This design comes from an exercise in tuning for a short achievable clock period and few clock cycles on the open sky130 flow, not from production work.
The RTL was checked by simulation tests, not by an equivalence proof against the original design.

==> trial 38: inputs <==
## scs_core
module scs_core (
    input  wire        clk,
    input  wire        rst,           
    input  wire [31:0] textsize,
    input  wire [31:0] datasize,
    input  wire [31:0] dataend,
    output wire        imem_en,
    output wire [31:0] imem_addr,
    input  wire [31:0] imem_rdata,
    output reg         dmem_en,
    output reg         dmem_we,
    output reg  [31:0] dmem_addr,
    output reg  [31:0] dmem_wdata,
    input  wire [31:0] dmem_rdata,
    output wire        halted,
    output wire        faulted,
    output reg  [2:0]  fault_kind,
    output reg  [31:0] fault_addr,
    output reg         warn_valid,
    output reg  [1:0]  warn_kind,
    output reg  [31:0] warn_addr,
    input  wire [4:0]  dbg_sel,
    output reg  [31:0] dbg_data
);
==> flow/config.mk <==
export PLATFORM = sky130hd
export DESIGN_NAME = scs_core
export DESIGN_NICKNAME = scs_core
export VERILOG_FILES = /design/flow/design.v
export SDC_FILE = /design/flow/constraint.sdc
export NUM_CORES = 4
export LEC_CHECK = 0
export ABC_CLOCK_PERIOD_IN_PS = 2500
export CAP_MARGIN = 20
export CORE_MARGIN = 2
export CORE_UTILIZATION = 38
export PLACE_DENSITY = 0.6
export SETUP_SLACK_MARGIN = 5
export SLEW_MARGIN = 20
==> flow/constraint.sdc <==
create_clock -name core_clock -period 12.0 [get_ports {clk}]
set_input_delay 2.4000 -clock core_clock [delete_from_list [all_inputs] [get_ports {clk}]]
set_output_delay 2.4000 -clock core_clock [all_outputs]
set_load 0.01 [all_outputs]
standard.sh (not shown) runs the stock make flow with config.mk's settings and CLKGATE_MAP_FILE= SYNTH_SCRIPT=/design/flow/synth_recipe.tcl, a recipe that flattens the netlist after the stock synthesis.
==> flow/flow/run.sh <==
#!/bin/bash
set -euo pipefail
bash standard.sh synth > synth.log 2>&1
bash standard.sh finish \
    "BUFFER_PORTS_ARGS=-buffer_cell sky130_fd_sc_hd__buf_6" \
    SETUP_SLACK_MARGIN=5.5 > layout.log 2>&1
==> inputs of build 32, as changes to trial 38 <==
--- a/flow/design.v
+++ b/flow/design.v
@@ -47,10 +47,29 @@
     localparam W_HALT       = 2'd1;
     localparam W_PUSHSTATIC = 2'd2;
     function valid_data(input [31:0] v);
         valid_data = (v[31] == 1'b0) && (v < datasize);
     endfunction
+    function [31:0] ks_add(input [31:0] a, input [31:0] b, input cin);
+        reg [31:0] g, p, pp, gg;
+        integer n, d;
+        begin
+            p = a ^ b;
+            g = a & b;
+            g[0] = g[0] | (p[0] & cin);
+            pp = p;
+            for (d = 1; d < 32; d = d * 2) begin
+                gg = g;
+                for (n = d; n < 32; n = n + 1) begin
+                    g[n] = gg[n] | (pp[n] & gg[n - d]);
+                end
+                for (n = 31; n >= d; n = n - 1)
+                    pp[n] = pp[n] & pp[n - d];
+            end
+            ks_add = p ^ {g[30:0], cin};
+        end
+    endfunction
     function [1:0] sign_of(input [31:0] v);
         if (v == 32'd0)
             sign_of = CC_ZERO;
         else if (v[31])
             sign_of = CC_NEGATIVE;
@@ -83,14 +102,18 @@
     reg        e_vtext;
     reg        e_imm;
     reg [3:0]  e_r;
     reg [31:0] e_ea;
     reg [31:0] e_val;          
+    reg [31:0] e_imm32;        
     reg        e_pred;         
     reg        e_rhint;        
     reg [1:0]  e_ccs;          
-    reg        e_late;         
+    reg        e_late;
+    reg        e_jq;           
+    reg        e_jqv;
+    reg [15:0] jvq;            
     reg [31:0] e_ptgt;
     reg        e_nop, e_alu, e_store, e_branch, e_call, e_ret, e_push, e_pop, e_halt, e_ill;
     reg [1:0]  e_aluop;        
     reg        x_memalu;
     reg [1:0]  x_aluop;
@@ -111,23 +134,23 @@
     reg [31:0] redir_tgt;
     wire e_immalu = e_alu && e_imm && !e_late;    
     wire e_memalu = e_alu && !e_imm;              
     wire e_xalu   = e_memalu || (e_alu && e_late);  
     wire cond_bad = (e_r > 4'd6) || (e_r != 4'd0 && cc == CC_UNKNOWN);
-    reg  jump_c;
-    always @(*) begin
-        case (e_r)
-            4'd0: jump_c = 1'b1;
-            4'd1: jump_c = (cc == CC_ZERO);
-            4'd2: jump_c = (cc != CC_ZERO);
-            4'd3: jump_c = (cc == CC_POSITIVE);
-            4'd4: jump_c = (cc == CC_POSITIVE) || (cc == CC_ZERO);
-            4'd5: jump_c = (cc == CC_NEGATIVE);
-            4'd6: jump_c = (cc == CC_NEGATIVE) || (cc == CC_ZERO);
-            default: jump_c = 1'b0;
+    function cond_met(input [1:0] c_cc, input [3:0] c);
+        case (c)
+            4'd0: cond_met = 1'b1;
+            4'd1: cond_met = (c_cc == CC_ZERO);
+            4'd2: cond_met = (c_cc != CC_ZERO);
+            4'd3: cond_met = (c_cc == CC_POSITIVE);
+            4'd4: cond_met = (c_cc == CC_POSITIVE) || (c_cc == CC_ZERO);
+            4'd5: cond_met = (c_cc == CC_NEGATIVE);
+            4'd6: cond_met = (c_cc == CC_NEGATIVE) || (c_cc == CC_ZERO);
+            default: cond_met = 1'b0;
         endcase
-    end
+    endfunction
+    wire jump_c = e_jq;
     wire push_ok = sp_pushok;
     wire pop_ok  = sp_popok;
     wire ea_ok   = valid_data(e_ea);
     wire ras_hit = ras_v[ras_top] && (ras_s[ras_top] == sp);
     wire [31:0] ras_top_d = ras_d[ras_top];
@@ -138,11 +161,11 @@
     integer c;
     wire e_two    = (e_push && !e_imm) || e_pop;
     wire e_wany   = e_store || e_call || (e_push && e_imm);
     wire e_wbfull = (e_wany && wbv[WBN-1] && x_wr2) ||
                     (e_two && (wbv[WBN-1] || (wbv[WBN-2] && x_wr2)));
-    wire e_stall  = e_valid && ((e_needcc && x_memalu) ||
+    wire e_stall  = e_valid && ((e_needcc && (x_memalu || !e_jqv)) ||
                                 (e_usesp && (x_wr15 || !sp_fv)) ||
                                 e_wbfull);
     wire e_commit = e_valid && !e_stall;
     reg        f_fault;
     reg [2:0]  f_kind;
@@ -204,22 +227,24 @@
     wire e_rmem = e_memalu || (e_push && !e_imm) || e_pop || e_ret;
     wire [31:0] e_raddr = (e_pop || e_ret) ? sp_inc : e_ea;
     wire e_spchg = e_call_t || e_ret || e_push || e_pop;
     wire e_wreg  = e_ok && (e_immalu || e_spchg);
     wire [3:0]  e_wreg_idx = e_immalu ? e_r : 4'd15;
-    wire [31:0] e_wreg_val = e_immalu ? e_val :
+    wire [31:0] e_wreg_val = e_immalu ? e_res :
                              (e_ret || e_pop) ? sp_inc : sp_dec;
     wire e_setcc = e_ok && e_immalu;
+    wire [31:0] e_res = (e_aluop == 2'd1) ? ks_add(e_val, e_imm32, 1'b0) :
+                        (e_aluop == 2'd2) ? ks_add(e_val, ~e_imm32, 1'b1) : e_val;
     wire [31:0] sp_nx = (e_ret || e_pop) ? sp_inc : sp_dec;    
     wire [31:0] md = fwd_sel ? fwd_d : dmem_rdata;
     reg  [31:0] x_acc;
     wire [31:0] x_opd = x_late ? x_imm : md;
     reg  [31:0] x_res;
     always @(*) begin
         case (x_aluop)
-            2'd1:    x_res = x_acc + x_opd;
-            2'd2:    x_res = x_acc - x_opd;
+            2'd1:    x_res = ks_add(x_acc, x_opd, 1'b0);
+            2'd2:    x_res = ks_add(x_acc, ~x_opd, 1'b1);
             default: x_res = md;
         endcase
     end
     wire       e_rsp  = e_pop || e_ret;
     wire       fx_hit = x_wr2 && (e_rsp ? (x_waddr == sp_inc) : (x_waddr == e_ea));
@@ -326,52 +351,34 @@
     wire d_haz   = d_rd_ri && pend[d_ri];
     wire d_late  = d_rd_r && pend[d_r];
     wire d_rhint = (d_pop || d_ret) && d_spsafe && d_slothit;
     wire e_fwd   = e_valid && e_immalu;
     wire e_fwdsp = e_valid && (e_push || e_pop || e_ret || e_call_t);
-    wire [31:0] rf_ri = (e_fwd && e_r == d_ri) ? e_val :
+    wire [31:0] rf_ri = (e_fwd && e_r == d_ri) ? e_res :
                         (e_fwdsp && d_ri == 4'd15) ? sp_nx : regs[d_ri];
-    wire [31:0] rf_r  = (e_fwd && e_r == d_r) ? e_val :
+    wire [31:0] rf_r  = (e_fwd && e_r == d_r) ? e_res :
                         (e_fwdsp && d_r == 4'd15) ? sp_nx : regs[d_r];
-    wire [31:0] d_ea = d_idx ? rf_ri + d_off : d_abs;
+    wire [31:0] d_ea = d_idx ? ks_add(rf_ri, d_off, 1'b0) : d_abs;
     reg  [31:0] d_val;
     always @(*) begin
         if (d_imm && (d_load || d_push || d_late))
             d_val = d_immv;
-        else if (d_imm && d_add)
-            d_val = rf_r + d_immv;
-        else if (d_imm && d_sub)
-            d_val = rf_r - d_immv;
         else
             d_val = rf_r;
     end
     wire [31:0] z_or  = rf_r | d_immv;
     wire [31:0] z_xor = rf_r ^ d_immv;
     wire d_zero = (d_load || d_push) ? (d_immv == 32'd0) :
                   d_sub ? (rf_r == d_immv) :
                   (z_xor == {z_or[30:0], 1'b0});
-    wire [1:0] d_ccs = d_zero ? CC_ZERO : d_val[31] ? CC_NEGATIVE : CC_POSITIVE;
+    wire d_neg = (d_load || d_push) ? d_immv[31] : rf_r[31];
+    wire [1:0] d_ccs = d_zero ? CC_ZERO : d_neg ? CC_NEGATIVE : CC_POSITIVE;
     wire e_pop_now = e_valid && e_ret;
     wire [1:0]  ras_ptop = e_pop_now ? ras_top - 2'd1 : ras_top;
     wire        ras_pv   = ras_v[ras_ptop];
     wire [31:0] ras_pd   = ras_d[ras_ptop];
-    wire       ccd_known = (e_valid && e_immalu) ||
-                           !((e_valid && e_xalu) || x_memalu);
-    wire [1:0] ccd       = (e_valid && e_immalu) ? e_ccs : cc;
-    reg  [15:0] jv;
-    always @(*) begin
-        jv = 16'hFFFF;
-        if (ccd_known && ccd != CC_UNKNOWN) begin
-            jv[1] = (ccd == CC_ZERO);
-            jv[2] = (ccd != CC_ZERO);
-            jv[3] = (ccd == CC_POSITIVE);
-            jv[4] = (ccd == CC_POSITIVE) || (ccd == CC_ZERO);
-            jv[5] = (ccd == CC_NEGATIVE);
-            jv[6] = (ccd == CC_NEGATIVE) || (ccd == CC_ZERO);
-        end
-    end
-    wire d_pbc  = (d_branch || d_call) && !d_imm && !d_idx && jv[d_r];
+    wire d_pbc  = (d_branch || d_call) && !d_imm && !d_idx && jvq[d_r];
     wire d_pret = d_ret && ras_pv && !(e_valid && e_call);
     wire d_pred = d_valid && (d_pbc || d_pret);
     wire [31:0] d_ptgt = d_pbc ? d_abs : ras_pd;
     wire flush_d = e_redirect || e_stop || e_retmiss;
     wire [31:0] d_pcn  = d_pc + 32'd1;
@@ -383,10 +390,29 @@
                        ({32{s_ras}} & ras_pd) | ({32{s_base}} & f_base);
     wire   hold_d    = d_valid && e_stall;
     assign imem_en   = running && !wait_ret && !hold_d;
     wire d_vtext = (d_pc[31] == 1'b0) && (d_pc < textsize);
     wire d_go    = d_valid && !flush_d && !d_haz && !e_stall;
+    wire        ne_load   = !e_stall;                  
+    wire        ne_valid  = !e_stop && (ne_load ? (d_valid && !flush_d) : e_valid);
+    wire [3:0]  ne_r      = ne_load ? d_r : e_r;
+    wire        ne_immalu = ne_load ? (d_alu && d_imm && !d_late) : e_immalu;
+    wire        ne_xalu   = ne_load ? (d_alu && (!d_imm || d_late)) : e_xalu;
+    wire [1:0]  ne_ccs    = ne_load ? d_ccs : e_ccs;
+    wire        nx_memalu = e_ok && e_xalu;
+    wire        ccx       = x_memalu && !e_setcc;
+    wire [1:0]  n_cc      = e_setcc ? sign_of(e_res) : cc;
+    wire        nd_known  = (ne_valid && ne_immalu) ||
+                            !((ne_valid && ne_xalu) || nx_memalu || ccx);
+    wire [1:0]  nd_cc     = (ne_valid && ne_immalu) ? ne_ccs : n_cc;
+    reg  [15:0] n_jv;
+    integer v;
+    always @(*) begin
+        for (v = 0; v < 16; v = v + 1)
+            n_jv[v] = !nd_known || nd_cc == CC_UNKNOWN || v > 6 ||
+                      cond_met(nd_cc, v);
+    end
     integer i;
     always @(posedge clk) begin
         if (rst) begin
             for (i = 0; i < 15; i = i + 1)
                 regs[i] <= 32'd0;
@@ -396,10 +422,13 @@
             sp_dec     <= 32'd0;
             sp_pushok  <= 1'b0;
             sp_popok   <= 1'b0;
             sp_lowwarn <= 1'b0;
             cc         <= CC_UNKNOWN;
+            e_jq       <= 1'b0;
+            e_jqv      <= 1'b0;
+            jvq        <= 16'hFFFF;
             pc_arch    <= 32'd0;
             running    <= 1'b1;
             halt_q     <= 1'b0;
             fault_kind <= F_NONE;
             fault_addr <= 32'd0;
@@ -476,11 +505,14 @@
             fwd_sel <= e_hit;
             fwd_d   <= e_hitd;
             if (e_wreg)
                 regs[e_wreg_idx] <= e_wreg_val;
             if (e_setcc)
-                cc <= sign_of(e_val);
+                cc <= sign_of(e_res);
+            e_jq  <= cond_met(n_cc, ne_r);
+            e_jqv <= !ccx;
+            jvq  <= n_jv;
             x_memalu  <= e_ok && e_xalu;
             x_aluop   <= e_aluop;
             x_late    <= e_late;
             x_acc     <= e_rval;
             x_imm     <= e_val;
@@ -545,10 +577,11 @@
                 e_ea    <= d_ea;
                 e_val   <= d_val;
                 e_pred  <= d_pred;
                 e_late  <= d_late;
                 e_ccs   <= d_ccs;
+                e_imm32 <= d_immv;
                 e_rhint <= d_rhint;
                 e_ptgt  <= d_ptgt;
                 e_nop   <= d_nop;
                 e_alu   <= d_alu;
                 e_store <= d_store;
==> flow/run.sh (new file) <==
#!/bin/bash
# synth_recipe.tcl (not shown) runs the flow's synth.tcl, then flattens the netlist and writes it again
# the make line also repeats each setting of config.mk as NAME=value (left out here)
make -C /OpenROAD-flow-scripts/flow DESIGN_CONFIG=/design/flow/config.mk WORK_HOME=/design/flow/orfs CLKGATE_MAP_FILE= SYNTH_SCRIPT=/design/flow/synth_recipe.tcl finish
--- a/flow/config.mk
+++ b/flow/config.mk
@@ -6,9 +6,9 @@
 export NUM_CORES = 4
 export LEC_CHECK = 0
 export ABC_CLOCK_PERIOD_IN_PS = 2500
 export CAP_MARGIN = 20
 export CORE_MARGIN = 2
-export CORE_UTILIZATION = 38
+export CORE_UTILIZATION = 35
 export PLACE_DENSITY = 0.6
 export SETUP_SLACK_MARGIN = 5
 export SLEW_MARGIN = 20
removed: flow/flow/run.sh
removed: flow/standard.sh
==> flow_metrics.tcl <==
set metrics [dict create \
    grt_usage_pct 43.53 \
    met1_length_mm 274.1 \
    seq_share_pct 29.84 \
    status "complete, no violations" \
    path_cells "buf_16, buf_16, nor2_4, a22o_1, a221oi_4, nor3_4, o21ai_1, inv_1, nor2_4, clkbuf_16, a221o_1, buf_6" \
    synthTopCellsByArea "edfxtp_1 25%, dfxtp_1 12%, mux4_2 10%" \
    synthMuxAreaShare_pct 14.51 \
    taps 4599 \
    seqPwrFrac_pct 35.5 \
    chipWidth_um 595.5 \
    inv_count 279 \
    drtPass1Iterations 13 \
    met2_length_mm 317.0 \
]
the above is filed under trial 38

==> flow_metrics.tcl <==
set metrics [dict create \
    seqPwrFrac_pct 35.1 \
    synthMuxAreaShare_pct 14.69 \
    grt_usage_pct 38.40 \
    inv_count 451 \
    chipWidth_um 621.9 \
    status "complete, no violations" \
    met1_length_mm 277.7 \
    synthXorXnorAreaFrac_pct 6.470 \
    synth_cell_types 122 \
    drtPass1Iterations 12 \
    met2_length_mm 305.2 \
    seq_share_pct 30.77 \
    taps 5016 \
    synthTopCellsByArea "edfxtp_1 25%, dfxtp_1 12%, mux4_2 9.9%" \
]
the above is filed under build 32

Testbench counts of trial 38, summed over its fixed seeds: cycles 59,037.
Testbench counts of build 32, summed over its fixed seeds: cycles 59,215.

[re-timing with driven ports]
How much do the figures lean on ideal ports? The routed layouts below were timed once more, with nothing changed but the port constraints.
Step 1 assumes that a clkbuf_16 drives the clock port and a buf_2 every other input.
Step 2 adds t to the input delays and takes it off the output delays; t is the mean of the earliest and latest rising clock arrival at the registers after step 1. Input paths then give back, and output paths get back, about the clock's delay inside the block.
a / b / c = ideal ports / drivers / drivers and shift; a / b = the first two.
run | t, ns | setup slack, ns | hold WS [ns] | worst setup path after step 2
trial 38 | 1.127 | 4.847 / 4.316 / 3.539 | 0.417 / 0.417 / 0.417 | input to register
build 32 | 1.089 | 4.798 / 4.390 / 3.465 | 0.455 / 0.455 / 0.455 | input to register
After both steps setup and hold are still met in every run listed. For build 32, which loses most, drivers alone change the setup slack by -0.408 ns; drivers and shift together by -1.333 ns.
